This is an optimization exercise on Yosys and OpenROAD, whose aim is small area, a short achievable clock period and few clock cycles, not a production implementation.
Only simulation tests tie the RTL to the original design; equivalence was not proved.

==> flow/design.v <==
module xxtea_engine (
    input  wire         clk,
    input  wire         rst,       
    input  wire         start,     
    input  wire         decrypt,   
    input  wire [3:0]   nwords,    
    input  wire [127:0] key,       
    input  wire [255:0] din,       
    output wire         ready,
    output reg          done,
    output reg          err,
    output wire [255:0] dout
);
    localparam [31:0] DELTA = 32'h9E3779B9;
    localparam [2:0] S_IDLE = 3'd0, S_PRE1 = 3'd1, S_PRE2 = 3'd2, S_RUN = 3'd3,
                     S_FIN = 3'd4;
    reg [31:0] s [0:7];      
    reg [31:0] k [0:3];      
    reg [31:0] c, y, z;      
    reg [31:0] kw;           
    reg [2:0]  st;
    reg        dec;
    reg        d2;           
    reg        d3;           
    reg [2:0]  last;         
    reg [2:0]  p;            
    reg [2:0]  q;            
    reg [2:0]  pw;           
    reg        wr;           
    reg [5:0]  rleft;        
    reg [31:0] sum;
    reg [2:0]  p_n;          
    reg [31:0] sum_n;
    integer i;
    reg [5:0]  rounds;
    reg [31:0] sum_dec0;
    always @* begin
        case (nwords)
            4'd2:    begin rounds = 6'd32; sum_dec0 = 32'hC6EF3720; end
            4'd3:    begin rounds = 6'd23; sum_dec0 = 32'h36FBEF9F; end
            4'd4:    begin rounds = 6'd19; sum_dec0 = 32'hBE1E08BB; end
            4'd5:    begin rounds = 6'd16; sum_dec0 = 32'hE3779B90; end
            4'd6:    begin rounds = 6'd14; sum_dec0 = 32'hA708A81E; end
            4'd7:    begin rounds = 6'd13; sum_dec0 = 32'h08D12E65; end
            4'd8:    begin rounds = 6'd12; sum_dec0 = 32'h6A99B4AC; end
            default: begin rounds = 6'd0;  sum_dec0 = 32'h00000000; end
        endcase
    end
    wire        run  = (st == S_RUN);
    wire        idle = (st == S_IDLE);
    wire        pre  = (st == S_PRE1) || (st == S_PRE2);
    wire [31:0] x    = s[q];
    wire [31:0] mx  = (((y >> 5) ^ (z << 2)) + ((z >> 3) ^ (y << 4))) ^
                      ((sum ^ z) + (kw ^ y));
    wire [31:0] nv  = ((c ^ {32{dec}}) + mx) ^ {32{dec}};
    wire round_end = dec ? (p == 3'd0) : (p == last);
    wire [2:0] q_nxt = (q == last) ? 3'd0 : q + 3'd1;
    wire [2:0] q_prv = (q == 3'd0) ? last : q - 3'd1;
    assign ready = idle;
    genvar gi;
    generate
        for (gi = 0; gi < 8; gi = gi + 1) begin : g_out
            assign dout[32*gi +: 32] = s[gi];
        end
    endgenerate
    wire [31:0] wv = dec ? y : z;
    always @(posedge clk) begin
        for (i = 0; i < 8; i = i + 1)
            if (idle)
                s[i] <= din[32*i +: 32];
            else if (wr && pw == i)
                s[i] <= wv;
    end
    always @(posedge clk)
        if (idle)
            for (i = 0; i < 4; i = i + 1)
                k[i] <= key[32*i +: 32];
    wire        y_nv = !pre && (dec || d2);
    wire        z_nv = !pre && !(dec && !d2);
    wire [31:0] c_d  = (pre && !dec) ? s[0] : (dec ? z : y);
    wire [31:0] y_o  = pre ? (dec ? s[0] : s[1]) : (d3 ? z : x);
    wire [31:0] z_o  = (!pre && d3) ? y : x;
    wire [31:0] y_d  = y_nv ? nv : y_o;
    wire [31:0] z_d  = z_nv ? nv : z_o;
    always @(posedge clk) begin
        c <= c_d;
        y <= y_d;
        z <= z_d;
    end
    wire [2:0]  p_step   = round_end ? (dec ? last : 3'd0) : (dec ? p - 3'd1 : p + 3'd1);
    wire [31:0] sum_step = round_end ? (dec ? sum - DELTA : sum + DELTA) : sum;
    always @* begin
        if (idle) begin
            p_n   = decrypt ? nwords[2:0] - 3'd1 : 3'd0;
            sum_n = decrypt ? sum_dec0 : DELTA;
        end else if (run) begin
            p_n   = p_step;
            sum_n = sum_step;
        end else begin
            p_n   = p;
            sum_n = sum;
        end
    end
    wire [1:0] kidx_n = run ? (p_step[1:0] ^ sum_step[3:2]) : (p[1:0] ^ sum[3:2]);
    always @(posedge clk) begin
        p   <= p_n;
        sum <= sum_n;
        kw  <= k[kidx_n];
        pw  <= p;
        wr  <= run;
    end
    always @(posedge clk) begin
        if (rst) begin
            st   <= S_IDLE;
            done <= 1'b0;
            err  <= 1'b0;
        end else begin
            done <= 1'b0;
            case (st)
                S_IDLE: if (start) begin
                    dec   <= decrypt;
                    d2    <= (nwords == 4'd2);
                    d3    <= (nwords == 4'd3);
                    last  <= nwords[2:0] - 3'd1;
                    rleft <= rounds;
                    q     <= nwords[2:0] - 3'd1;
                    if (nwords == 4'd0 || nwords > 4'd8) begin
                        err  <= 1'b1;
                        done <= 1'b1;
                    end else if (nwords == 4'd1) begin
                        err  <= 1'b0;
                        done <= 1'b1;
                    end else begin
                        err  <= 1'b0;
                        st   <= S_PRE1;
                    end
                end
                S_PRE1: begin
                    if (dec) begin
                        st <= S_PRE2;
                        q  <= q_prv;
                    end else begin
                        st <= S_RUN;
                        q  <= d2 ? 3'd0 : 3'd2;
                    end
                end
                S_PRE2: begin
                    st <= S_RUN;
                    q  <= q_prv;
                end
                S_RUN: begin
                    q <= dec ? q_prv : q_nxt;
                    if (round_end) begin
                        rleft <= rleft - 6'd1;
                        if (rleft == 6'd1)
                            st <= S_FIN;
                    end
                end
                default: begin
                    st   <= S_IDLE;
                    done <= 1'b1;
                end
            endcase
        end
    end
endmodule
==> flow/flow/run.sh <==
#!/bin/bash
# The standard layout, with buf_1 port buffers and a larger setup repair margin.
set -euo pipefail
export BUFFER_PORTS_ARGS="-buffer_cell sky130_fd_sc_hd__buf_1"
export SETUP_SLACK_MARGIN=8.0
bash standard.sh > standard.log 2>&1
==> flow/standard.sh <==
#!/bin/bash
# synth_recipe.tcl (not shown) runs the flow's synth.tcl, then flattens the netlist and writes it again
# the make line also repeats each setting of config.mk as NAME=value (left out here)
make -C /OpenROAD-flow-scripts/flow DESIGN_CONFIG=/design/flow/config.mk WORK_HOME=/design/flow/orfs CLKGATE_MAP_FILE= SYNTH_SCRIPT=/design/flow/synth_recipe.tcl "${@:-finish}"
==> flow/config.mk <==
export PLATFORM = sky130hd
export DESIGN_NAME = xxtea_engine
export DESIGN_NICKNAME = xxtea_engine
export VERILOG_FILES = /design/flow/design.v
export SDC_FILE = /design/flow/constraint.sdc
export NUM_CORES = 4
export LEC_CHECK = 0
export ABC_AREA = 1
export CAP_MARGIN = 20
export CORE_MARGIN = 2
export CORE_UTILIZATION = 40
export PLACE_DENSITY = 0.6
export SLEW_MARGIN = 20
==> flow/constraint.sdc <==
create_clock -name core_clock -period 11.0 [get_ports {clk}]
set_input_delay 2.2000 -clock core_clock [delete_from_list [all_inputs] [get_ports {clk}]]
set_output_delay 2.2000 -clock core_clock [all_outputs]
set_load 0.01 [all_outputs]
==> results of run 1 <==
flip-flops by register name, indices dropped and copies added (netlist names), 3 cells and up:
name and flops:
c 32, k 128, kw 32, last 3
p 3, pw 3, q 3, rleft 6
s 256, st 3, sum 32, y 32
z 32
logic make-up (layout without fill, tap and decap cells):
logic type	after synthesis	count (layout)	share of synthesized area
simple gates	1889	1890	0.223
compound gates	734	734	0.129
flops	571	571	0.459
buf+inv	526	1444	0.0615
fa+ha+maj	141	141	0.0524
xor+xnor	293	293	0.0747
other cells	0	18	0
cell type report:
| class | instances | area, um^2 | area share |
|---|---|---|---|
| clock buffers | 88 | 1850 | 0.0411 |
| diodes | 18 | 45.0 | 0.00100 |
| repair inverters | 3 | 22.5 | 0.000501 |
| flip-flops and latches | 571 | 15900 | 0.353 |
| clock inverters | 35 | 350 | 0.00779 |
| multi-input cells | 3058 | 18100 | 0.403 |
| well taps | 1144 | 1430 | 0.0318 |
| repair buffers | 965 | 5890 | 0.131 |
| inverters | 353 | 1400 | 0.0312 |
repair_timing:
action,in CTS,in global routing
gates resized for setup,361,357
pin swaps,41,66
setup buffers,174,95
hold endpoints to repair,0,0
cloned,6,5
endpoints found under the setup margin,617,424
worst max-delay path by stage:
stage	depth (start not counted)	startpoint	slack [ns]	end
floorplan	21	sum[0]$_DFFE_PP_	7.45	z[25]$_DFF_P_
global placement	10	st[2]$_SDFFE_PP0P_	6.27	s[1][15]$_DFFE_PP_
detailed placement	10	st[2]$_SDFFE_PP0P_	6.18	s[2][20]$_DFFE_PP_
CTS	25	sum[0]$_DFFE_PP_	6.90	z[31]$_DFF_P_
global route	22	sum[0]$_DFFE_PP_	6.65	y[23]$_DFF_P_
finish	22	sum[0]$_DFFE_PP_	6.86	y[23]$_DFF_P_
cell usage after synthesis, drive strengths merged (6+ instances only):
master / count
nand2: 1298
edfxtp: 434
inv: 349
o21ai: 285
nor2: 276
xor2: 228
nand3: 205
a21oi: 187
dfxtp: 137
ha: 136
clkbuf: 109
o211ai: 82
xnor2: 65
buf: 64
a221oi: 56
nand4: 45
nor3: 34
a21o: 26
o22ai: 14
a31oi: 13
nand3b: 11
a22oi: 10
or2: 10
o21a: 9
o2111a: 8
a211oi: 7
o21bai: 7
nor4: 6
o211a: 6
o221ai: 6
worst max-delay path: cells and delay by family (launching register included):
kind,cells,cell delay (ns)
xor gates and xnor gates,4,0.71
and+or+nand+nor,6,0.60
buffers and inverters,3,0.34
AOI/OAI and AO/OA,6,1.07
DFF,1,0.46
adders and majority gates,3,0.91
per-stage QoR:
step | hold slack [ns] | area [um^2] | util
finish | 0.433 | 45000 | 0.528
global route | 0.444 | 45000 | 0.528
CTS | 0.426 | 43000 | 0.505
detailed placement | 0.412 | 38300 | 0.449
global placement | 0.412 | 38300 | 0.449
floorplan | 0.391 | 34800 | -
layer usage:
layer	routed length, um	part of all wire	global-route usage
met5	12	0.000076	0
met4	5560	0.035	0.107
met3	17100	0.11	0.0834
met2	72600	0.46	0.545
met1	61900	0.39	0.445
==> key figures, run 1 <==
Finish
  • Commonest non-fill, non-tap cell in the layout: nand2_1
  • Final Non-Filler Cells: 6235
  • Final #Nets: 5553
  • Fillers: 8236
  • Most frequent cells in the layout: nand2_1, edfxtp_1, buf_1, inv_1, buf_4
  • Layout cells sized above 1: 0.200
  • P&R area growth vs syn: 30.9%

Worst setup path
  • Setup Crit Path Kind: reg -> reg
  • Most used cell, CP: a21oi_4
  • Worst-path cell chain: xor2_2 -> ha_2 -> inv_2 -> fa_2 -> nand3b_1 -> nand2_2 -> a21oi_4 -> o21ai_4 -> buf_6 -> xor2_2 -> xor2_1 -> ha_1 -> a21o_1 -> nand2_1 -> nand2_2 -> a21oi_4 -> nand2_4 -> a21oi_4 -> xor2_1 -> buf_4 -> nor2_2 -> a21oi_2
  • Critical path launch point type: flip-flop
  • CP peak stage delay: 0.46 ns
  • Reg2reg setup slack: 6.86 ns
  • CP Data Arrival Time: 4.72 ns
  • Reg2Reg Depth: 22
  • Capturing point of the worst reg2reg path: y[23]$_DFF_P_
  • FF-to-FF Start: sum[0]$_DFFE_PP_
  • Worst path slowest cell: edfxtp_1
  • CP max FO: 5
  • Worst setup EP type: flip-flop
  • Required time of the critical path: 11.58 ns

Die
  • # rows: 107
  • DIE AREA: 88300 um^2
  • Core area: 85100 um^2
  • Initial Utilization: 0.404
  • IO Pins: 651
  • Die Ht: 297 um
  • Die Wd: 297 um

Placement
  • Worst slack, placed: 6.18 ns
  • PortBufs: 650
  • Routability congestion estimate: 0.974
  • Hpwl dp: 118 mm
  • Placed Cells: 5814

Timing
  • Max frequency: 242 MHz
  • Setup ws final: 6.86 ns
  • Setup TNS: 0 ns
  • Worst-case clock skew: 0.0530 ns
  • RSZ-0062 raised after global routing: yes
  • Final hold violation count: 0
  • Relative slew slack: 0.285
  • Post-route clock period utilization: 0.376
  • Slew Viols, Final: 0
  • Fin crit period: 4.14 ns
  • Actual slew at the worst max-slew pin: 1.07 ns
  • Setup Viol. Count Final: 0

Routing
  • Routed len/inst: 25.2 um
  • DR vias: 34.6k
  • DR pass1 iterations: 6
  • Avg Vias per Cell: 5.55
  • DR iter-0 viols: 4051
  • ANT nets after route: 0
  • Total wire length: 157 mm
  • DRC: 0

Global route
  • Initial antenna violation count: 20
  • Number of global-route vias before repair: 32.3k
  • Gr ovfl total: 0
  • First-pass GRT wire length: 220 mm
  • Total GRT Usage: 0.338
  • Largest net degree at the start of global routing: 90

Synthesis
  • Predominant post-synthesis flop cell: edfxtp_1
  • Post-Syn Instances: 4154
  • Syn Nets: 4687
  • Synth async-reset ratio: 0
  • Cell taking the most area after synthesis: edfxtp_1
  • Sequential area share after synthesis: 0.459
  • Synthesized area: 34400 um^2
  • Seq cells post-synth: 571
  • Avg Cell Area, Syn: 8.27 um^2
  • Top post-synthesis cells by area: edfxtp_1, nand2_1, dfxtp_1
  • YS warnings: 3
  • Yosys cell types: 51
  • Synth top area share: 0.379
  • EDFF count, synth: 434

Worst hold path
  • HP Class: reg -> reg
  • Hold Crit Endpoint: pw[2]$_DFF_P_
  • Startpoint of the worst hold path: p[2]$_DFFE_PP_
  • Worst Hold Depth: 0

Job
  • MaxCap Viol Count: 0

CTS
  • CTS tree: yes
  • Root Buffer: clkbuf_16
  • Clk slew on worst S/H paths: 0.06 ns
  • TritonCTS buffer count: 68
  • Clk Latency, worst-skew pair: 0.66 ns
  • H-tree depth: 3
  • Clk sink count: 571
  • Hold-fix buffers, CTS: 0
  • CTS Buffer Depth: 3

Status
  • Status: finished clean
Testbench counts, summed over its fixed seeds: cycles 266,846.
==> run 2, diff against run 1 <==
==> flow/flow/run.sh (replaced) <==
#!/bin/bash
# The standard layout, with buf_1 port buffers and a larger setup repair margin.
set -euo pipefail
export BUFFER_PORTS_ARGS="-buffer_cell sky130_fd_sc_hd__buf_1"
export SETUP_SLACK_MARGIN=7.0
bash standard.sh > standard.log 2>&1
--- a/flow/config.mk
+++ b/flow/config.mk
@@ -10,4 +10,6 @@
 export CORE_MARGIN = 2
 export CORE_UTILIZATION = 40
+export CTS_CLUSTER_DIAMETER = 60
+export CTS_CLUSTER_SIZE = 26
 export PLACE_DENSITY = 0.6
 export SLEW_MARGIN = 20
==> key figures, run 2 <==
Status
  • Status: finished clean

Synthesis
  • Post-Syn Instances: 4154 (unchanged)
  • Avg Cell Area, Syn: 8.27 um^2 (unchanged)
  • Seq cells post-synth: 571 (unchanged)
  • Yosys cell types: 51 (unchanged)
  • Synthesized area: 34400 um^2 (unchanged)
  • Cell taking the most area after synthesis: edfxtp_1
  • Syn Nets: 4687 (unchanged)
  • Most numerous cell in the Yosys netlist: nand2_1
  • YS warnings: 3 (unchanged)
  • Synth top area share: 0.379 (unchanged)
  • Synth cell count leaders: nand2_1, edfxtp_1, inv_1
  • Synth async-reset ratio: 0 (unchanged)
  • Predominant post-synthesis flop cell: edfxtp_1
  • Sequential area share after synthesis: 0.459 (unchanged)
  • EDFF count, synth: 434 (unchanged)
  • Top post-synthesis cells by area: edfxtp_1, nand2_1, dfxtp_1

Placement
  • DP Area: 37900 um^2 (-1.0%)
  • Hpwl dp: 120 mm (+1.2%)
  • PortBufs: 650 (unchanged)
  • Routability congestion estimate: 0.998 (+2.5%)
  • Placed Cells: 5813 (-0.017%)
  • Worst slack, placed: 6.18 ns (+0.00301 ns)

Routing
  • DRC: 0 (unchanged)
  • DR iter-0 viols: 4044 (-0.17%)
  • ANT nets after route: 0 (unchanged)
  • DR pass1 iterations: 6 (unchanged)
  • Routed len/inst: 25.6 um (+1.5%)
  • Avg Vias per Cell: 5.59 (+0.76%)
  • DR vias: 33.4k (-3.5%)
  • Total wire length: 153 mm (-2.7%)

Finish
  • Largest Register: s
  • P&R area growth vs syn: 20.7%
  • FF+latch area: 15900 um^2 (about the same)
  • Fin util: 0.487 (-0.0412)
  • Multi-input gate area: 17800 um^2 (-2.0%)
  • Biggest registers after layout: s (256), k (128)
  • Final #Nets: 5300 (-4.6%)
  • Final Non-Filler Cells: 5973 (-4.2%)
  • Layout cells sized above 1: 0.101 (-0.0995)
  • Fillers: 8655 (+5.1%)
  • Max reg flops: 256 (unchanged)
  • Commonest non-fill, non-tap cell in the layout: nand2_1
  • Most frequent cells in the layout: nand2_1, buf_1, edfxtp_1, inv_1, o21ai_0
  • Final Cell Area: 41500 um^2 (-7.8%)

Global route
  • Initial antenna violation count: 22 (+10%)
  • First-pass GRT wire length: 217 mm (-1.4%)
  • Largest net degree at the start of global routing: 178 (+98%)
  • Total GRT Usage: 0.332 (-0.00547)
  • Number of global-route vias before repair: 31.6k (-2.1%)
  • Gr ovfl total: 0 (unchanged)

Timing
  • Post-route clock period utilization: 0.372 (-0.00356)
  • Relative slew slack: 0.296 (+0.0106)
  • RSZ-0062 raised after global routing: yes
  • Final hold violation count: 0 (unchanged)
  • Actual slew at the worst max-slew pin: 1.05 ns (-0.0159 ns)
  • Setup ws final: 6.90 ns (+0.0391 ns)
  • Fin crit period: 4.10 ns (-0.0391 ns)
  • Max frequency: 244 MHz (+0.95%)
  • Worst-case clock skew: 0.0501 ns (-0.00286 ns)
  • Hold_ws: 0.430 ns (-0.00219 ns)
  • Slew Viols, Final: 0 (unchanged)
  • Setup Viol. Count Final: 0 (unchanged)
  • Setup TNS: 0 ns (unchanged)

Worst setup path
  • Worst setup EP type: flip-flop
  • Crit path from: sum[3]$_DFFE_PP_
  • CP max FO: 4 (-1)
  • Setup Crit Path Kind: reg -> reg
  • Critical path launch point type: flip-flop
  • CP top delay family: compound AO/OA/AOI/OAI gates
  • Worst-path cell chain: xor2_1 -> ha_1 -> a21oi_1 -> nand2_2 -> a21oi_4 -> inv_1 -> nand2_1 -> nand2_2 -> xor2_2 -> xnor2_1 -> ha_1 -> nand2_2 -> inv_1 -> nand2_1 -> nand2_1 -> a21oi_2 -> nand2_4 -> buf_4 -> a21oi_4 -> xor2_2 -> o22ai_1
  • CP Data Arrival Time: 4.61 ns (-0.11 ns)
  • Worst path slowest cell: edfxtp_1
  • FF-to-FF Start: sum[3]$_DFFE_PP_
  • Required time of the critical path: 11.51 ns (-0.07 ns)
  • CP bufs+invs: 3 (unchanged)
  • CP peak stage delay: 0.44 ns (-0.02 ns)

Die
  • Die Ht: 297 um (unchanged)
  • # rows: 107 (unchanged)
  • IO Pins: 651 (unchanged)
  • Initial Utilization: 0.404 (unchanged)
  • Core area: 85100 um^2 (unchanged)
  • DIE AREA: 88300 um^2 (unchanged)
  • Die Wd: 297 um (unchanged)

CTS
  • CTS Buffer Depth: 3 (unchanged)
  • Clk sink count: 571 (unchanged)
  • Clk slew on worst S/H paths: 0.07 ns (about the same)
  • Root Buffer: clkbuf_16
  • Hold-fix buffers, CTS: 0 (unchanged)
  • Clk Latency, worst-skew pair: 0.66 ns (about the same)
  • TritonCTS buffer count: 53 (-22%)
  • CTS tree: yes
  • H-tree depth: 2 (-1)

Worst hold path
  • HP Class: reg -> reg
  • Startpoint of the worst hold path: p[2]$_DFFE_PP_

Job
  • MaxCap Viol Count: 0 (unchanged)
run 2: cell counts after synthesis:
Identical to the previous run, type by type.
run 2: cells by family (layout without fill, tap and decap cells):
group,count (synthesis),count (layout),synth area share
and+or+nand+nor,1889,1889,0.223
AOI/OAI and AO/OA,734,734,0.129
DFF,571,571,0.459
buffers and inverters,526,1184,0.0615
xor gates and xnor gates,293,293,0.0747
adders and majority gates,141,141,0.0524
other,0,17,0
run 2: final timing paths:
kind                        end  slack, ns  cells after the start
setup / recovery  z[19]$_DFF_P_       6.90                     21
hold / removal    pw[2]$_DFF_P_       0.43                      0
setup reg to reg  z[19]$_DFF_P_       6.90                     21
hold reg to reg   pw[2]$_DFF_P_       0.43                      0
run 2: routing by layer:
metal / part of all wire / vias to the layer above / global-route usage
met4: 0.046 / 4 / 0.136
met3: 0.10 / 340 / 0.0776
met5: 0.00018 / - / 0
met2: 0.46 / 1735 / 0.531
li1: - / 15300 / -
met1: 0.40 / 16000 / 0.433
run 2: cell type report:
cell class / instances / share of cell area
Multi-Input combinational cell: 3057 / 0.428
Sequential cell: 571 / 0.383
Timing Repair Buffer: 730 / 0.0751
Tap cell: 1144 / 0.0345
Clock buffer: 60 / 0.0339
Inverter: 353 / 0.0323
Clock inverter: 40 / 0.0118
Antenna cell: 17 / 0.00103
Timing Repair inverter: 1 / 0.000211
run 2: what timing repair did:
action / in CTS / in global routing
pin swaps: 24 / 63
setup buffers: 21 / 20
resized for setup: 146 / 210
setup endpoints to repair: 47 / 76
cloned: 1 / 0
==> run 3, diff against run 2 <==
--- a/flow/config.mk
+++ b/flow/config.mk
@@ -10,6 +10,4 @@
 export CORE_MARGIN = 2
 export CORE_UTILIZATION = 40
-export CTS_CLUSTER_DIAMETER = 60
-export CTS_CLUSTER_SIZE = 26
 export PLACE_DENSITY = 0.6
 export SLEW_MARGIN = 20
==> key figures, run 3 <==
Status
  • Status: finished clean

Finish
  • Final Cell Area: 42000 um^2 (+1.2%)
  • Max reg flops: 256 (unchanged)
  • Most frequent cells in the layout: nand2_1, buf_1, edfxtp_1, inv_1, o21ai_0
  • P&R area growth vs syn: 22.2%
  • Final #Nets: 5314 (+0.26%)
  • Biggest registers after layout: s (256), k (128)
  • Fin util: 0.493 (+0.00595)
  • Fillers: 8577 (-0.90%)
  • Commonest non-fill, non-tap cell in the layout: nand2_1
  • Layout cells sized above 1: 0.104 (+0.00391)
  • Largest Register: s

Job
  • MaxCap Viol Count: 0 (unchanged)

Routing
  • Routed len/inst: 25.6 um (+0.13%)
  • DR iter-0 viols: 4005 (-0.96%)
  • Total wire length: 154 mm (+0.52%)
  • DR vias: 33.6k (+0.48%)
  • DRC: 0 (unchanged)
  • Avg Vias per Cell: 5.60 (about the same)
  • DR pass1 iterations: 8 (+2)
  • ANT nets after route: 0 (unchanged)

Placement
  • DP Area: 37900 um^2 (unchanged)
  • Routability congestion estimate: 0.998 (unchanged)
  • Hpwl dp: 120 mm (unchanged)
  • PortBufs: 650 (unchanged)

Timing
  • Slew Viols, Final: 0 (unchanged)
  • Hold_ws: 0.424 ns (-0.00639 ns)
  • Post-route clock period utilization: 0.363 (-0.00901)
  • Setup TNS: 0 ns (unchanged)
  • Setup Viol. Count Final: 0 (unchanged)
  • Max frequency: 250 MHz (+2.5%)
  • Final hold violation count: 0 (unchanged)
  • Actual slew at the worst max-slew pin: 1.08 ns (+0.0300 ns)
  • Relative slew slack: 0.278 (-0.0173)
  • Fin crit period: 4.00 ns (-0.0991 ns)
  • Worst-case clock skew: 0.0396 ns (-0.0105 ns)
  • RSZ-0062 raised after global routing: yes

Worst setup path
  • Reg2Reg Depth: 25 (+19%)
  • CP Data Arrival Time: 4.49 ns (-0.12 ns)
  • Reg2reg setup slack: 7.00 ns (+0.10 ns)
  • Critical path launch point type: flip-flop
  • Required time of the critical path: 11.49 ns (-0.02 ns)
  • Capturing point of the worst reg2reg path: y[26]$_DFF_P_
  • Setup Crit Path Kind: reg -> reg
  • FF-to-FF Start: sum[0]$_DFFE_PP_
  • Worst setup EP type: flip-flop
  • CP max FO: 4 (unchanged)

Die
  • Initial Utilization: 0.404 (unchanged)
  • IO Pins: 651 (unchanged)
  • Die Wd: 297 um (unchanged)
  • Core area: 85100 um^2 (unchanged)
  • Die Ht: 297 um (unchanged)
  • DIE AREA: 88300 um^2 (unchanged)
  • # rows: 107 (unchanged)

Synthesis
  • Synth cell count leaders: nand2_1, edfxtp_1, inv_1
  • Post-Syn Instances: 4154 (unchanged)
  • Synthesized area: 34400 um^2 (unchanged)
  • Top post-synthesis cells by area: edfxtp_1, nand2_1, dfxtp_1
  • Synth top area share: 0.379 (unchanged)
  • Yosys cell types: 51 (unchanged)
  • Most numerous cell in the Yosys netlist: nand2_1
  • Syn Nets: 4687 (unchanged)
  • Predominant post-synthesis flop cell: edfxtp_1
  • Avg Cell Area, Syn: 8.27 um^2 (unchanged)
  • Sequential area share after synthesis: 0.459 (unchanged)
  • Cell taking the most area after synthesis: edfxtp_1
  • EDFF count, synth: 434 (unchanged)
  • YS warnings: 3 (unchanged)
  • Seq cells post-synth: 571 (unchanged)
  • Synth async-reset ratio: 0 (unchanged)

CTS
  • Clk Latency, worst-skew pair: 0.65 ns (about the same)
  • H-tree depth: 3 (+1)
  • Clk slew on worst S/H paths: 0.06 ns (about the same)
  • TritonCTS buffer count: 68 (+28%)
  • Clk sink count: 571 (unchanged)
  • Hold-fix buffers, CTS: 0 (unchanged)
  • CTS Buffer Depth: 3 (unchanged)
  • Root Buffer: clkbuf_16
  • CTS tree: yes

Global route
  • Initial antenna violation count: 29 (+32%)
  • Gr ovfl total: 0 (unchanged)
  • Total GRT Usage: 0.335 (+0.00251)
  • Largest net degree at the start of global routing: 178 (unchanged)
  • First-pass GRT wire length: 218 mm (+0.47%)
  • Number of global-route vias before repair: 31.7k (+0.37%)

Worst hold path
  • HP Class: reg -> reg
  • Hold Crit Endpoint: pw[2]$_DFF_P_
  • Startpoint of the worst hold path: p[2]$_DFFE_PP_
  • Worst Hold Depth: 0 (unchanged)
run 3: cell count changes in the layout (fill, tap and decap cells not counted), sizes merged:
cell    before  now
buf        730  729
clkinv      19   16
diode       17   19
clkbuf      60   92
bufinv       1    5
inv        370  359
run 3: worst max path at each step:
stage,cells after the start,to,startpoint
finish,25,y[26]$_DFF_P_,sum[0]$_DFFE_PP_
detailed placement,19,y[23]$_DFF_P_,sum[0]$_DFFE_PP_
CTS,27,z[31]$_DFF_P_,sum[1]$_DFFE_PP_
floorplan,5,ready,st[2]$_SDFFE_PP0P_
global placement,22,z[31]$_DFF_P_,sum[0]$_DFFE_PP_
global route,20,y[25]$_DFF_P_,sum[3]$_DFFE_PP_
run 3: what timing repair did:
item                       in CTS  in global routing
cloned                          1                  0
pin swaps                      21                 79
resized for setup             134                257
buffers inserted               22                 18
setup endpoints to repair      47                 73
run 3: layout make-up:
cell class	count	area, um^2	share of cell area
multi-input combinational	3057	17900	0.427
sequential	571	15900	0.378
timing repair buffer	729	3110	0.0742
clock buffer	92	1870	0.0444
tap	1144	1430	0.0341
inverter	353	1340	0.0320
clock inverter	30	372	0.00885
antenna	19	47.5	0.00113
timing repair inverter	1	8.76	0.000209
run 3: through the flow:
stage                     worst slack (ns)  instances
after global placement                6.19       5813
after global routing                  6.79       5996
after CTS                             6.94       5958
after detailed placement              6.18       5813
final                                 7.00       5996
after floorplan                       7.05       4154
run 3: cells by family after synthesis:
| group | share of synthesized area |
|---|---|
| AND/OR/NAND/NOR | 0.223 |
| XOR/XNOR | 0.0747 |
| AO/OA/AOI/OAI | 0.129 |
| adder cells (fa/ha/maj) | 0.0524 |
| flip-flops | 0.459 |
| buffers and inverters | 0.0615 |
run 3: worst max-delay path, cell delays in order (launching register included):
cell and delay, ns:
edfxtp_1 0.43, xor2_1 0.19, ha_2 0.21, inv_2 0.04
fa_2 0.32, nand3b_1 0.17, nand2_2 0.11, a21oi_4 0.10
o21ai_4 0.17, buf_12 0.13, a21boi_4 0.06, buf_12 0.14
nor3_4 0.18, nor2_1 0.06, nand3_1 0.08, nand2_2 0.08
ha_4 0.26, buf_4 0.14, nand2_4 0.09, o21ai_4 0.08
a21oi_2 0.17, o21a_1 0.16, nand2_2 0.07, or2_4 0.24
nand3_2 0.08, nand3_2 0.07
run 3: per-layer routing:
metal / vias up / GRT usage / wire (um)
met1: 16100 / 0.436 / 60900
met3: 312 / 0.0813 / 15500
met5: - / 0 / 85
met2: 1819 / 0.533 / 70600
li1: 15300 / - / -
met4: 12 / 0.137 / 6640
==> run 4, diff against run 3 <==
--- a/flow/config.mk
+++ b/flow/config.mk
@@ -9,5 +9,5 @@
 export CAP_MARGIN = 20
 export CORE_MARGIN = 2
-export CORE_UTILIZATION = 40
+export CORE_UTILIZATION = 45
 export PLACE_DENSITY = 0.6
 export SLEW_MARGIN = 20
==> key figures, run 4 <==
Status
  • Status: finished clean

Synthesis
  • EDFF count, synth: 434 (unchanged)
  • YS warnings: 3 (unchanged)
  • Seq cells post-synth: 571 (unchanged)
  • Yosys cell types: 51 (unchanged)
  • Cell taking the most area after synthesis: edfxtp_1
  • Most numerous cell in the Yosys netlist: nand2_1
  • Post-Syn Instances: 4154 (unchanged)
  • Top post-synthesis cells by area: edfxtp_1, nand2_1, dfxtp_1
  • Syn Nets: 4687 (unchanged)
  • Avg Cell Area, Syn: 8.27 um^2 (unchanged)
  • Predominant post-synthesis flop cell: edfxtp_1
  • Synthesized area: 34400 um^2 (unchanged)
  • Synth cell count leaders: nand2_1, edfxtp_1, inv_1
  • Synth top area share: 0.379 (unchanged)
  • Sequential area share after synthesis: 0.459 (unchanged)
  • Synth async-reset ratio: 0 (unchanged)

CTS
  • TritonCTS buffer count: 67 (-1.5%)
  • Clk sink count: 571 (unchanged)
  • CTS tree: yes
  • Root Buffer: clkbuf_16
  • H-tree depth: 3 (unchanged)
  • CTS Buffer Depth: 3 (unchanged)
  • Clk slew on worst S/H paths: 0.06 ns (about the same)
  • Clk Latency, worst-skew pair: 0.62 ns (-0.03 ns)

Routing
  • Routed len/inst: 25.3 um (-1.4%)
  • DR vias: 33.4k (-0.59%)
  • Total wire length: 147 mm (-4.1%)
  • DRC: 0 (unchanged)
  • Avg Vias per Cell: 5.72 (+2.2%)
  • DR pass1 iterations: 6 (-2)
  • ANT nets after route: 0 (unchanged)
  • DR iter-0 viols: 3767 (-5.9%)

Finish
  • Final Non-Filler Cells: 5835 (-2.7%)
  • Most frequent cells in the layout: nand2_1, buf_1, edfxtp_1, inv_1, o21ai_0
  • Final Cell Area: 41300 um^2 (-1.5%)
  • Max reg flops: 256 (unchanged)
  • P&R area growth vs syn: 20.3%
  • Biggest registers after layout: s (256), k (128)
  • Final #Nets: 5316 (+0.038%)
  • Commonest non-fill, non-tap cell in the layout: nand2_1
  • Layout cells sized above 1: 0.0908 (-0.0137)
  • Largest Register: s

Global route
  • Largest net degree at the start of global routing: 192 (+7.9%)
  • Gr ovfl total: 0 (unchanged)
  • First-pass GRT wire length: 208 mm (-4.3%)
  • Initial antenna violation count: 22 (-24%)
  • Total GRT Usage: 0.364 (+0.0290)
  • Number of global-route vias before repair: 31.1k (-2.1%)

Die
  • Core area: 75800 um^2 (-11%)
  • IO Pins: 651 (unchanged)
  • Die Wd: 280 um (-5.6%)
  • Die Ht: 280 um (-5.6%)
  • DIE AREA: 78600 um^2 (-11%)
  • Initial Utilization: 0.453 (+0.0496)
  • # rows: 101 (-5.6%)

Placement
  • DP Area: 37700 um^2 (-0.60%)
  • Placed Cells: 5645 (-2.9%)
  • Routability congestion estimate: 0.975 (-2.3%)
  • PortBufs: 650 (unchanged)
  • Hpwl dp: 114 mm (-5.0%)

Worst setup path
  • Worst setup EP type: flip-flop
  • CP Data Arrival Time: 4.59 ns (+0.10 ns)
  • FF-to-FF Start: sum[23]$_DFFE_PP_
  • Reg2Reg Depth: 23 (-8.0%)
  • Critical path launch point type: flip-flop
  • Required time of the critical path: 11.50 ns (about the same)
  • Reg2reg setup slack: 6.91 ns (-0.10 ns)
  • Capturing point of the worst reg2reg path: z[31]$_DFF_P_
  • CP max FO: 5 (+1)
  • Crit path from: sum[23]$_DFFE_PP_
  • Setup Crit Path Kind: reg -> reg

Timing
  • Slew Viols, Final: 0 (unchanged)
  • Final hold violation count: 0 (unchanged)
  • Max frequency: 244 MHz (-2.3%)
  • RSZ-0062 raised after global routing: yes
  • Fin crit period: 4.09 ns (+0.0959 ns)
  • Hold_ws: 0.449 ns (+0.0248 ns)
  • Relative slew slack: 0.317 (+0.0387)
  • Actual slew at the worst max-slew pin: 1.02 ns (-0.0580 ns)
  • Setup Viol. Count Final: 0 (unchanged)
  • Post-route clock period utilization: 0.372 (+0.00872)
  • Setup TNS: 0 ns (unchanged)
  • Worst-case clock skew: 0.0190 ns (-0.0206 ns)

Worst hold path
  • Hold Crit Endpoint: kw[25]$_DFF_P_
  • Startpoint of the worst hold path: k[3][25]$_DFFE_PP_
  • Worst Hold Depth: 2 (+2)
  • HP Class: reg -> reg

Job
  • MaxCap Viol Count: 0 (unchanged)
==> run 4: per-layer routing <==
layer	global-route usage	routed length, um
met5	0	7
met4	0.136	5980
met3	0.0850	15400
met2	0.581	67400
met1	0.479	58700
==> run 4: timing repair <==
item / in CTS / in global routing
gates resized for setup: 150 / 135
endpoints found under the setup margin: 93 / 46
buffers inserted: 25 / 18
pin swaps: 45 / 54
hold buffers: 0 / 0
gates cloned: 3 / 0
==> run 4: cell type report <==
cell class / count / area [um^2]
diodes: 20 / 50.0
clock buffers: 86 / 1810
clock inverters: 37 / 388
fillers: 7357 / 34500
inverters: 353 / 1340
multi-input cells: 3057 / 17500
flip-flops and latches: 571 / 15900
well taps: 978 / 1220
repair buffers: 731 / 3120
repair inverters: 2 / 17.5
==> run 4: metrics by stage <==
stage          utilization  setup WS, ns
3_5_place_dp         0.497          6.26
3_3_place_gp         0.497          6.29
6_report             0.545          6.91
4_1_cts              0.535          7.00
5_1_grt              0.545          6.70
2_1_floorplan            -          7.05
==> run 4: kinds of logic after synthesis <==
kind of cell	synth area share
DFF	0.459
xor gates and xnor gates	0.0747
buffers and inverters	0.0615
adders and majority gates	0.0524
and+or+nand+nor	0.223
AOI/OAI and AO/OA	0.129
==> run 4: how the worst max path moves through the flow <==
stage,end,slack (ns),depth (start not counted)
floorplan,ready,7.05,5
global placement,z[27]$_DFF_P_,6.29,19
detailed placement,z[25]$_DFF_P_,6.26,21
CTS,z[25]$_DFF_P_,7.00,23
global route,z[31]$_DFF_P_,6.70,25
finish,z[31]$_DFF_P_,6.91,23
==> run 4: worst max-delay path: stages (launching register included) <==
cell      delay [ns]
edfxtp_1        0.54
xor2_1          0.21
ha_1            0.41
nand2_1         0.12
nor2_1          0.11
inv_1           0.07
nor3_2          0.28
nand3_1         0.13
nand2_1         0.20
xor2_1          0.21
xnor2_1         0.14
ha_1            0.39
buf_4           0.14
nand2_1         0.07
nor2_2          0.14
nand2_2         0.10
nor3_4          0.16
nand2_4         0.08
nand2_2         0.07
nand2_1         0.06
nand2_1         0.08
nand3_2         0.09
nand3_1         0.09
nand2_1         0.06
==> run 5, diff against run 4 <==
--- a/flow/config.mk
+++ b/flow/config.mk
@@ -7,7 +7,7 @@
 export LEC_CHECK = 0
 export ABC_AREA = 1
-export CAP_MARGIN = 20
+export CAP_MARGIN = 0
 export CORE_MARGIN = 2
-export CORE_UTILIZATION = 45
-export PLACE_DENSITY = 0.6
-export SLEW_MARGIN = 20
+export CORE_UTILIZATION = 40
+export PLACE_DENSITY = 0.65
+export SLEW_MARGIN = 0
==> key figures, run 5 <==
Status
  • Status: finished clean

Worst hold path
  • HP Class: reg -> reg
  • Startpoint of the worst hold path: p[2]$_DFFE_PP_

Die
  • Die Ht: 297 um (+6.0%)
  • DIE AREA: 88300 um^2 (+12%)
  • # rows: 107 (+5.9%)
  • IO Pins: 651 (unchanged)
  • Core area: 85100 um^2 (+12%)
  • Die Wd: 297 um (+6.0%)
  • Initial Utilization: 0.404 (-0.0496)

Routing
  • DR iter-0 viols: 4128 (+9.6%)
  • DR pass1 iterations: 6 (unchanged)
  • Total wire length: 152 mm (+3.2%)
  • Avg Vias per Cell: 5.63 (-1.6%)
  • DR vias: 33.7k (+0.88%)
  • ANT nets after route: 0 (unchanged)
  • DRC: 0 (unchanged)
  • Routed len/inst: 25.4 um (+0.65%)

Finish
  • Final #Nets: 5297 (-0.36%)
  • Largest Register: s
  • Layout cells sized above 1: 0.0918 (+0.00100)
  • Multi-input gate area: 17600 um^2 (+0.53%)
  • FF+latch area: 15900 um^2 (about the same)
  • Most frequent cells in the layout: nand2_1, buf_1, edfxtp_1, inv_1, nor2_1
  • P&R area growth vs syn: 20.2%
  • Max reg flops: 256 (unchanged)
  • Biggest registers after layout: s (256), k (128)
  • Fillers: 8429 (+15%)
  • Fin util: 0.485 (-0.0603)
  • Commonest non-fill, non-tap cell in the layout: nand2_1

Global route
  • Largest net degree at the start of global routing: 160 (-17%)
  • Met1 Use GR: 0.431 (-0.0485)
  • Total GRT Usage: 0.330 (-0.0337)
  • First-pass GRT wire length: 215 mm (+3.0%)
  • Number of global-route vias before repair: 31.3k (+0.79%)
  • Met3 global-route usage: 0.0862 (+0.00116)
  • Most Crowded Layer GR: met2
  • Gr ovfl total: 0 (unchanged)
  • Initial antenna violation count: 25 (+14%)
  • Met2 Use GR: 0.521 (-0.0605)

CTS
  • H-tree depth: 2 (-1)
  • Root Buffer: clkbuf_16
  • TritonCTS buffer count: 61 (-9.0%)
  • Clk sink count: 571 (unchanged)
  • Clk Latency, worst-skew pair: 0.67 ns (+0.05 ns)
  • CTS Buffer Depth: 3 (unchanged)
  • Clk slew on worst S/H paths: 0.07 ns (about the same)
  • CTS tree: yes

Timing
  • Max frequency: 247 MHz (+1.3%)
  • Actual slew at the worst max-slew pin: 1.20 ns (+0.172 ns)
  • Final hold violation count: 0 (unchanged)
  • Relative slew slack: 0.197 (-0.120)
  • RSZ-0062 raised after global routing: yes
  • Setup ws final: 6.96 ns (+0.0510 ns)
  • Setup Viol. Count Final: 0 (unchanged)
  • Setup TNS: 0 ns (unchanged)
  • Slew Viols, Final: 0 (unchanged)
  • Post-route clock period utilization: 0.367 (-0.00463)
  • Fin crit period: 4.04 ns (-0.0510 ns)
  • Worst-case clock skew: 0.0583 ns (+0.0393 ns)

Synthesis
  • YS warnings: 3 (unchanged)
  • Top post-synthesis cells by area: edfxtp_1, nand2_1, dfxtp_1
  • Synth cell count leaders: nand2_1, edfxtp_1, inv_1
  • EDFF count, synth: 434 (unchanged)
  • Synth top area share: 0.379 (unchanged)
  • Predominant post-synthesis flop cell: edfxtp_1
  • Cell taking the most area after synthesis: edfxtp_1
  • Most numerous cell in the Yosys netlist: nand2_1
  • Avg Cell Area, Syn: 8.27 um^2 (unchanged)
  • Post-Syn Instances: 4154 (unchanged)
  • Syn Nets: 4687 (unchanged)
  • Yosys cell types: 51 (unchanged)
  • Synth async-reset ratio: 0 (unchanged)
  • Synthesized area: 34400 um^2 (unchanged)
  • Seq cells post-synth: 571 (unchanged)
  • Sequential area share after synthesis: 0.459 (unchanged)

Worst setup path
  • Worst setup EP type: flip-flop
  • FF-to-FF Start: y[20]$_DFF_P_
  • Critical path launch point type: flip-flop
  • CP top delay family: simple AND/OR/NAND/NOR gates
  • Setup Crit Path Kind: reg -> reg
  • CP bufs+invs: 0 (-2)
  • Required time of the critical path: 11.51 ns (about the same)
  • CP peak stage delay: 0.54 ns (about the same)
  • Most used cell, CP: nand2_1
  • CP Data Arrival Time: 4.55 ns (-0.04 ns)
  • CP max FO: 6 (+1)
  • Worst-path cell chain: xor2_1 -> ha_1 -> nand2_1 -> nor2_1 -> nand4_1 -> nor2_1 -> nor3_1 -> nand3_1 -> nand2_1 -> nand2_1 -> nand2_2 -> ha_4 -> nand2_1 -> nor2_4 -> nand2_2 -> nor3_4 -> nand2_2 -> nand2_2 -> nand2_1 -> nand2_1 -> nand3_2 -> nand3_2 -> nand2_1
  • Worst path slowest cell: dfxtp_2
  • Crit path from: y[20]$_DFF_P_

Job
  • MaxCap Viol Count: 0 (unchanged)

Placement
  • PortBufs: 650 (unchanged)
  • Routability congestion estimate: 1.01 (+3.1%)
  • Hpwl dp: 119 mm (+4.9%)
  • Worst slack, placed: 6.25 ns (-0.0140 ns)
-- run 5: cell counts after synthesis --
Identical to the previous run, type by type.
-- run 5: logic make-up after synthesis --
group / after synthesis / share of synthesized area
AOI/OAI and AO/OA: 734 / 0.129
xor gates and xnor gates: 293 / 0.0747
adders and majority gates: 141 / 0.0524
buffers and inverters: 526 / 0.0615
DFF: 571 / 0.459
and+or+nand+nor: 1889 / 0.223
-- run 5: path summary, 6_finish.rpt --
check,end,slack [ns],cells after the start
max,z[31]$_DFF_P_,6.96,23
min,pw[2]$_DFF_P_,0.44,0
max reg2reg,z[31]$_DFF_P_,6.96,23
min reg2reg,pw[2]$_DFF_P_,0.44,0
-- run 5: worst register-to-register path, delay by kind of cell (launching register included) --
kind / cells / cell delay [ns]
flops: 1 / 0.54
xor+xnor: 1 / 0.13
simple gates: 20 / 2.49
fa+ha+maj: 2 / 0.71
-- run 5: layout make-up --
cell class | instances | area share
antenna | 22 | 0.00133
clock buffer | 90 | 0.0409
clock inverter | 26 | 0.00673
inverter | 353 | 0.0327
multi-input combinational | 3057 | 0.427
sequential | 571 | 0.385
tap | 1144 | 0.0347
timing repair buffer | 718 | 0.0721
timing repair inverter | 2 | 0.000424
-- run 5: layer usage --
metal  part of all wire  up-vias
met3               0.11      329
met5                  0        -
met1               0.39    16100
li1                   -    15300
met2               0.45     1959
met4              0.044        0
-- run 5: timing repair --
item                       4_1_cts  5_1_grt
buffers inserted                15       14
hold endpoints to repair         0        0
hold buffers                     0        0
gates resized for setup        128      195
pin swaps                       19       63
setup endpoints to repair       50       48
gates cloned                     2        0
-- run 5: per-stage QoR --
stage / instance area, um^2 / std cells / hold WS [ns]
floorplan: 34400 / 4154 / 0.391
global placement: 37900 / 5814 / 0.408
detailed placement: 37900 / 5814 / 0.409
CTS: 40400 / 5947 / 0.424
global route: 41300 / 5980 / 0.451
finish: 41300 / 5983 / 0.436
==> run 6, diff against run 5 <==
--- a/flow/config.mk
+++ b/flow/config.mk
@@ -10,4 +10,4 @@
 export CORE_MARGIN = 2
 export CORE_UTILIZATION = 40
-export PLACE_DENSITY = 0.65
+export PLACE_DENSITY = 0.6
 export SLEW_MARGIN = 0
==> key figures, run 6 <==
Synthesis
  • Cell taking the most area after synthesis: edfxtp_1
  • Predominant post-synthesis flop cell: edfxtp_1
  • Sequential area share after synthesis: 0.459 (unchanged)
  • Yosys cell types: 51 (unchanged)
  • Most numerous cell in the Yosys netlist: nand2_1
  • Seq cells post-synth: 571 (unchanged)
  • EDFF count, synth: 434 (unchanged)
  • Post-Syn Instances: 4154 (unchanged)
  • Synth cell count leaders: nand2_1, edfxtp_1, inv_1
  • YS warnings: 3 (unchanged)
  • Avg Cell Area, Syn: 8.27 um^2 (unchanged)
  • Syn Nets: 4687 (unchanged)
  • Top post-synthesis cells by area: edfxtp_1, nand2_1, dfxtp_1
  • Synth async-reset ratio: 0 (unchanged)
  • Synthesized area: 34400 um^2 (unchanged)
  • Synth top area share: 0.379 (unchanged)

Worst hold path
  • HP Class: reg -> reg
  • Worst Hold Depth: 0 (unchanged)

Routing
  • DR pass1 iterations: 6 (unchanged)
  • Routed len/inst: 25.7 um (+0.97%)
  • DR vias: 33.5k (-0.47%)
  • Total wire length: 154 mm (+1.1%)
  • ANT nets after route: 0 (unchanged)
  • Avg Vias per Cell: 5.59 (-0.64%)
  • DR iter-0 viols: 3976 (-3.7%)
  • DRC: 0 (unchanged)

Placement
  • Routability congestion estimate: 0.998 (-0.73%)
  • Hpwl dp: 120 mm (+0.31%)
  • PortBufs: 650 (unchanged)
  • Worst slack, placed: 6.18 ns (-0.0662 ns)
  • DP Area: 37900 um^2 (about the same)

Finish
  • Commonest non-fill, non-tap cell in the layout: nand2_1
  • Fin util: 0.493 (+0.00779)
  • Largest Register: s
  • Final Cell Area: 41900 um^2 (+1.6%)
  • Biggest registers after layout: s (256), k (128)
  • P&R area growth vs syn: 22.1%
  • Layout cells sized above 1: 0.105 (+0.0130)
  • Max reg flops: 256 (unchanged)
  • Most frequent cells in the layout: nand2_1, buf_1, edfxtp_1, inv_1, o21ai_0
  • Final #Nets: 5311 (+0.26%)

Die
  • Initial Utilization: 0.404 (unchanged)
  • Die Wd: 297 um (unchanged)
  • DIE AREA: 88300 um^2 (unchanged)
  • Die Ht: 297 um (unchanged)
  • Core area: 85100 um^2 (unchanged)
  • # rows: 107 (unchanged)
  • IO Pins: 651 (unchanged)

Timing
  • Hold_ws: 0.424 ns (-0.0117 ns)
  • Actual slew at the worst max-slew pin: 1.20 ns (+0.00439 ns)
  • Relative slew slack: 0.194 (-0.00295)
  • Setup TNS: 0 ns (unchanged)
  • Worst-case clock skew: 0.0401 ns (-0.0182 ns)
  • Slew Viols, Final: 0 (unchanged)
  • Post-route clock period utilization: 0.361 (-0.00627)
  • Max frequency: 252 MHz (+1.7%)
  • Setup ws final: 7.03 ns (+0.0689 ns)
  • Fin crit period: 3.97 ns (-0.0689 ns)
  • RSZ-0062 raised after global routing: yes
  • Setup Viol. Count Final: 0 (unchanged)
  • Final hold violation count: 0 (unchanged)

Global route
  • Largest net degree at the start of global routing: 178 (+11%)
  • Number of global-route vias before repair: 31.7k (+1.4%)
  • Total GRT Usage: 0.335 (+0.00466)
  • Initial antenna violation count: 29 (+16%)
  • First-pass GRT wire length: 218 mm (+1.4%)
  • Gr ovfl total: 0 (unchanged)

Worst setup path
  • Required time of the critical path: 11.49 ns (-0.02 ns)
  • Critical path launch point type: flip-flop
  • Setup Crit Path Kind: reg -> reg
  • Reg2Reg Depth: 27 (+17%)
  • CP max FO: 4 (-2)
  • Worst setup EP type: flip-flop
  • CP Data Arrival Time: 4.46 ns (-0.09 ns)

CTS
  • Clk sink count: 571 (unchanged)
  • CTS Buffer Depth: 3 (unchanged)
  • TritonCTS buffer count: 68 (+11%)
  • Clk slew on worst S/H paths: 0.06 ns (about the same)
  • CTS tree: yes
  • Root Buffer: clkbuf_16
  • Clk Latency, worst-skew pair: 0.65 ns (-0.02 ns)
  • H-tree depth: 3 (+1)
  • Hold-fix buffers, CTS: 0 (unchanged)

Job
  • MaxCap Viol Count: 0 (unchanged)

Status
  • Status: finished clean
run 6: cell counts after synthesis:
No cell type changed its count.
run 6: final timing paths:
kind / start / to / slack, ns
setup / recovery: sum[0]$_DFFE_PP_ / z[31]$_DFF_P_ / 7.03
hold / removal: p[2]$_DFFE_PP_ / pw[2]$_DFF_P_ / 0.42
setup reg to reg: sum[0]$_DFFE_PP_ / z[31]$_DFF_P_ / 7.03
hold reg to reg: p[2]$_DFFE_PP_ / pw[2]$_DFF_P_ / 0.42
run 6: worst max-delay path: stages (launching register included):
cell and delay (ns):
edfxtp_1 0.43, xor2_1 0.19, ha_2 0.21, inv_2 0.04, fa_2 0.33, nand3b_1 0.17
nand2_2 0.11, a21oi_4 0.10, o21ai_4 0.17, buf_12 0.13, a21boi_4 0.06, buf_12 0.14
nor3_4 0.18, nor2_1 0.06, nand3_1 0.08, nand2_2 0.07, ha_4 0.31, nand2_2 0.08
nor2_2 0.11, inv_1 0.11, nor3_4 0.22, nand2_4 0.09, nand2_4 0.07, nand2_2 0.05
nand2_2 0.07, nand3_2 0.08, nand3_2 0.06, nand2_1 0.06
run 6: kinds of logic (layout without fill, tap and decap cells):
logic type | Yosys count | in the layout | synth area share
compound gates | 734 | 734 | 0.129
xor+xnor | 293 | 293 | 0.0747
fa+ha+maj | 141 | 141 | 0.0524
buf+inv | 526 | 1202 | 0.0615
flops | 571 | 571 | 0.459
other cells | 0 | 19 | 0
simple gates | 1889 | 1889 | 0.223
run 6: cell type report:
| cell class | count | area (um^2) |
|---|---|---|
| Multi-Input combinational cell | 3057 | 17900 |
| Clock buffer | 92 | 1870 |
| Fill cell | 8586 | 43200 |
| Clock inverter | 30 | 372 |
| Sequential cell | 571 | 15900 |
| Tap cell | 1144 | 1430 |
| Timing Repair Buffer | 726 | 3080 |
| Antenna cell | 19 | 47.5 |
| Timing Repair inverter | 1 | 8.76 |
| Inverter | 353 | 1340 |
run 6: routing by layer:
layer | up-vias | global-route usage | share of wire
met3 | 333 | 0.0813 | 0.10
met2 | 1772 | 0.533 | 0.46
li1 | 15300 | - | -
met5 | - | 0 | 0.00055
met4 | 12 | 0.137 | 0.045
met1 | 16100 | 0.436 | 0.39
run 6: what timing repair did:
action | in CTS | in global routing
endpoints found under the setup margin | 47 | 73
pin swaps | 21 | 78
setup buffers | 22 | 16
gates cloned | 1 | 0
resized for setup | 134 | 254
run 6: per-stage QoR:
| step | std cells |
|---|---|
| 6_report | 5993 |
| 5_1_grt | 5993 |
| 4_1_cts | 5958 |
| 3_5_place_dp | 5813 |
| 3_3_place_gp | 5813 |
| 2_1_floorplan | 4154 |
==> run 7, diff against run 6 <==
--- a/flow/config.mk
+++ b/flow/config.mk
@@ -10,4 +10,5 @@
 export CORE_MARGIN = 2
 export CORE_UTILIZATION = 40
+export GPL_ROUTABILITY_DRIVEN = 0
 export PLACE_DENSITY = 0.6
 export SLEW_MARGIN = 0
==> key figures, run 7 <==
Finish
  • Biggest registers after layout: s (256), k (128)
  • Final #Nets: 5314 (+0.056%)
  • Most frequent cells in the layout: nand2_1, buf_1, edfxtp_1, inv_1, nor2_1
  • Largest Register: s
  • Fillers: 8430 (-1.8%)
  • Fin util: 0.488 (-0.00469)
  • Max reg flops: 256 (unchanged)
  • Commonest non-fill, non-tap cell in the layout: nand2_1
  • Layout cells sized above 1: 0.0900 (-0.0148)
  • P&R area growth vs syn: 20.9%

Worst setup path
  • Worst path slowest cell: edfxtp_1
  • CP bufs+invs: 3 (-1)
  • CP top delay family: simple AND/OR/NAND/NOR gates
  • CP max FO: 4 (unchanged)
  • Worst-path cell chain: xnor2_2 -> buf_4 -> fa_2 -> nand3b_1 -> nand2_2 -> a21oi_4 -> inv_1 -> nand2_1 -> nand2_1 -> xor2_1 -> xnor2_1 -> ha_1 -> nand2_2 -> inv_1 -> nand2_1 -> nand2_1 -> a21oi_2 -> nand2_2 -> a21oi_4 -> xor2_2 -> nor2_1 -> a21oi_1
  • Required time of the critical path: 11.55 ns (+0.06 ns)
  • CP Data Arrival Time: 4.56 ns (+0.10 ns)
  • Setup Crit Path Kind: reg -> reg
  • Critical path launch point type: flip-flop
  • Most used cell, CP: nand2_1
  • Worst setup EP type: flip-flop
  • CP peak stage delay: 0.47 ns (+0.04 ns)

Die
  • DIE AREA: 88300 um^2 (unchanged)
  • Initial Utilization: 0.404 (unchanged)
  • Die Wd: 297 um (unchanged)
  • Die Ht: 297 um (unchanged)
  • # rows: 107 (unchanged)
  • Core area: 85100 um^2 (unchanged)
  • IO Pins: 651 (unchanged)

Synthesis
  • Synth async-reset ratio: 0 (unchanged)
  • Sequential area share after synthesis: 0.459 (unchanged)
  • Avg Cell Area, Syn: 8.27 um^2 (unchanged)
  • EDFF count, synth: 434 (unchanged)
  • Synth cell count leaders: nand2_1, edfxtp_1, inv_1
  • Syn Nets: 4687 (unchanged)
  • Top post-synthesis cells by area: edfxtp_1, nand2_1, dfxtp_1
  • Post-Syn Instances: 4154 (unchanged)
  • Predominant post-synthesis flop cell: edfxtp_1
  • Most numerous cell in the Yosys netlist: nand2_1
  • Synthesized area: 34400 um^2 (unchanged)
  • YS warnings: 3 (unchanged)
  • Seq cells post-synth: 571 (unchanged)
  • Synth top area share: 0.379 (unchanged)
  • Yosys cell types: 51 (unchanged)
  • Cell taking the most area after synthesis: edfxtp_1

Placement
  • Hpwl dp: 114 mm (-5.0%)
  • PortBufs: 650 (unchanged)

Worst hold path
  • HP Class: reg -> reg

Timing
  • Worst-case clock skew: 0.0322 ns (-0.00793 ns)
  • RSZ-0062 raised after global routing: yes
  • Setup TNS: 0 ns (unchanged)
  • Final hold violation count: 0 (unchanged)
  • Setup Viol. Count Final: 0 (unchanged)
  • Fin crit period: 4.01 ns (+0.0331 ns)
  • Relative slew slack: 0.196 (+0.00131)
  • Actual slew at the worst max-slew pin: 1.20 ns (+0.00120 ns)
  • Slew Viols, Final: 0 (unchanged)
  • Post-route clock period utilization: 0.364 (+0.00300)
  • Max frequency: 250 MHz (-0.82%)
  • Hold_ws: 0.450 ns (+0.0255 ns)

CTS
  • CTS Buffer Depth: 3 (unchanged)
  • Hold-fix buffers, CTS: 0 (unchanged)
  • CTS tree: yes
  • Clk sink count: 571 (unchanged)
  • TritonCTS buffer count: 68 (unchanged)
  • Root Buffer: clkbuf_16
  • Clk slew on worst S/H paths: 0.06 ns (about the same)
  • Clk Latency, worst-skew pair: 0.63 ns (-0.02 ns)
  • H-tree depth: 3 (unchanged)

Routing
  • DR iter-0 viols: 4351 (+9.4%)
  • Routed wl met2: 66.4 mm (-5.5%)
  • Routed len/inst: 24.7 um (-3.9%)
  • Total wire length: 148 mm (-3.7%)
  • DR vias: 33.8k (+0.81%)
  • Met3 WL: 16.6 mm (+4.6%)
  • ANT nets after route: 0 (unchanged)
  • DR pass1 iterations: 7 (+1)
  • Avg Vias per Cell: 5.63 (+0.65%)
  • Highest metal used: met5
  • WL met1: 57.3 mm (-5.6%)
  • DRC: 0 (unchanged)

Global route
  • Initial antenna violation count: 28 (-3.4%)
  • Largest net degree at the start of global routing: 211 (+19%)
  • Number of global-route vias before repair: 31.3k (-1.3%)
  • Gr ovfl total: 0 (unchanged)
  • Total GRT Usage: 0.319 (-0.0155)
  • First-pass GRT wire length: 209 mm (-4.1%)

Job
  • MaxCap Viol Count: 0 (unchanged)

Status
  • Status: finished clean
## run 7: kinds of logic after synthesis
group,Yosys count,synth area share
compound gates,734,0.129
xor+xnor,293,0.0747
fa+ha+maj,141,0.0524
buf+inv,526,0.0615
flops,571,0.459
simple gates,1889,0.223
## run 7: final timing paths
check / to / slack (ns) / from / depth (start not counted)
max reg2reg: y[23]$_DFF_P_ / 6.99 / sum[1]$_DFFE_PP_ / 22
max: y[23]$_DFF_P_ / 6.99 / sum[1]$_DFFE_PP_ / 22
min reg2reg: kw[8]$_DFF_P_ / 0.45 / k[1][8]$_DFFE_PP_ / 2
min: kw[8]$_DFF_P_ / 0.45 / k[1][8]$_DFFE_PP_ / 2
## run 7: layer usage
layer	global-route usage	vias up
met5	0	-
met1	0.415	15900
met3	0.0818	406
met2	0.496	2075
li1	-	15400
met4	0.151	8
## run 7: final cells by class
type                            count  area (um^2)  share of cell area
Antenna cell                       24         60.1             0.00145
Clock inverter                     31          393             0.00946
Timing Repair inverter              2         17.5            0.000422
Sequential cell                   571        15900               0.382
Multi-Input combinational cell   3058        17400               0.419
Clock buffer                       93         1940              0.0467
Inverter                          353         1350              0.0325
Timing Repair Buffer              727         3070              0.0740
Tap cell                         1144         1430              0.0345
## run 7: worst register-to-register path, delay by kind of cell (launching register included)
kind | cells | cell delay (ns)
AO/OA/AOI/OAI | 4 | 0.61
buffers and inverters | 3 | 0.30
adder cells (fa/ha/maj) | 2 | 0.73
AND/OR/NAND/NOR | 9 | 0.98
XOR/XNOR | 4 | 0.84
flip-flops | 1 | 0.47
## run 7: what timing repair did
action                     CTS  global route
resized for setup           85           185
pin swaps                   14            60
setup endpoints to repair  156            48
setup buffers               18            23
gates cloned                 2             1
## run 7: through the flow
stage	worst slack (ns)	instances	instance area, um^2
detailed placement	6.34	5811	37900
floorplan	7.05	4154	34400
global route	6.84	6001	41500
global placement	6.33	5811	37900
finish	6.99	6003	41500
CTS	7.01	5955	40600

separate check: timing with driven ports:
How much do the figures lean on ideal ports? The routed layouts below were timed once more, with nothing changed but the port constraints. Step 1, drivers: a clkbuf_16 drives clk and a buf_2 each remaining input, both assumed. Step 2 moves the port delays by t, midway between the first and last clock arrival at a register: inputs arrive t later, outputs are due t later. That takes back most of the time a late clock gives input paths. a / b / c = ideal / step 1 / step 2; a / b = the first two.
run	t (ns)	setup slack, ns	worst data-port slew with drivers (ns)
run 1	0.708	6.865 / 6.865 / 6.865	0.12
run 2	0.714	6.904 / 6.904 / 6.576	0.12
run 3	0.701	7.003 / 7.003 / 6.552	0.12
run 4	0.687	6.907 / 6.907 / 6.705	0.15
run 5	0.720	6.958 / 6.958 / 6.668	0.10
run 6	0.701	7.027 / 7.012 / 6.563	0.11
run 7	0.692	6.994 / 6.994 / 6.594	0.11
After both steps every run listed still meets setup and hold. The setup slack of run 6, which loses most, moves by -0.015 ns with the drivers and by -0.464 ns with both steps.
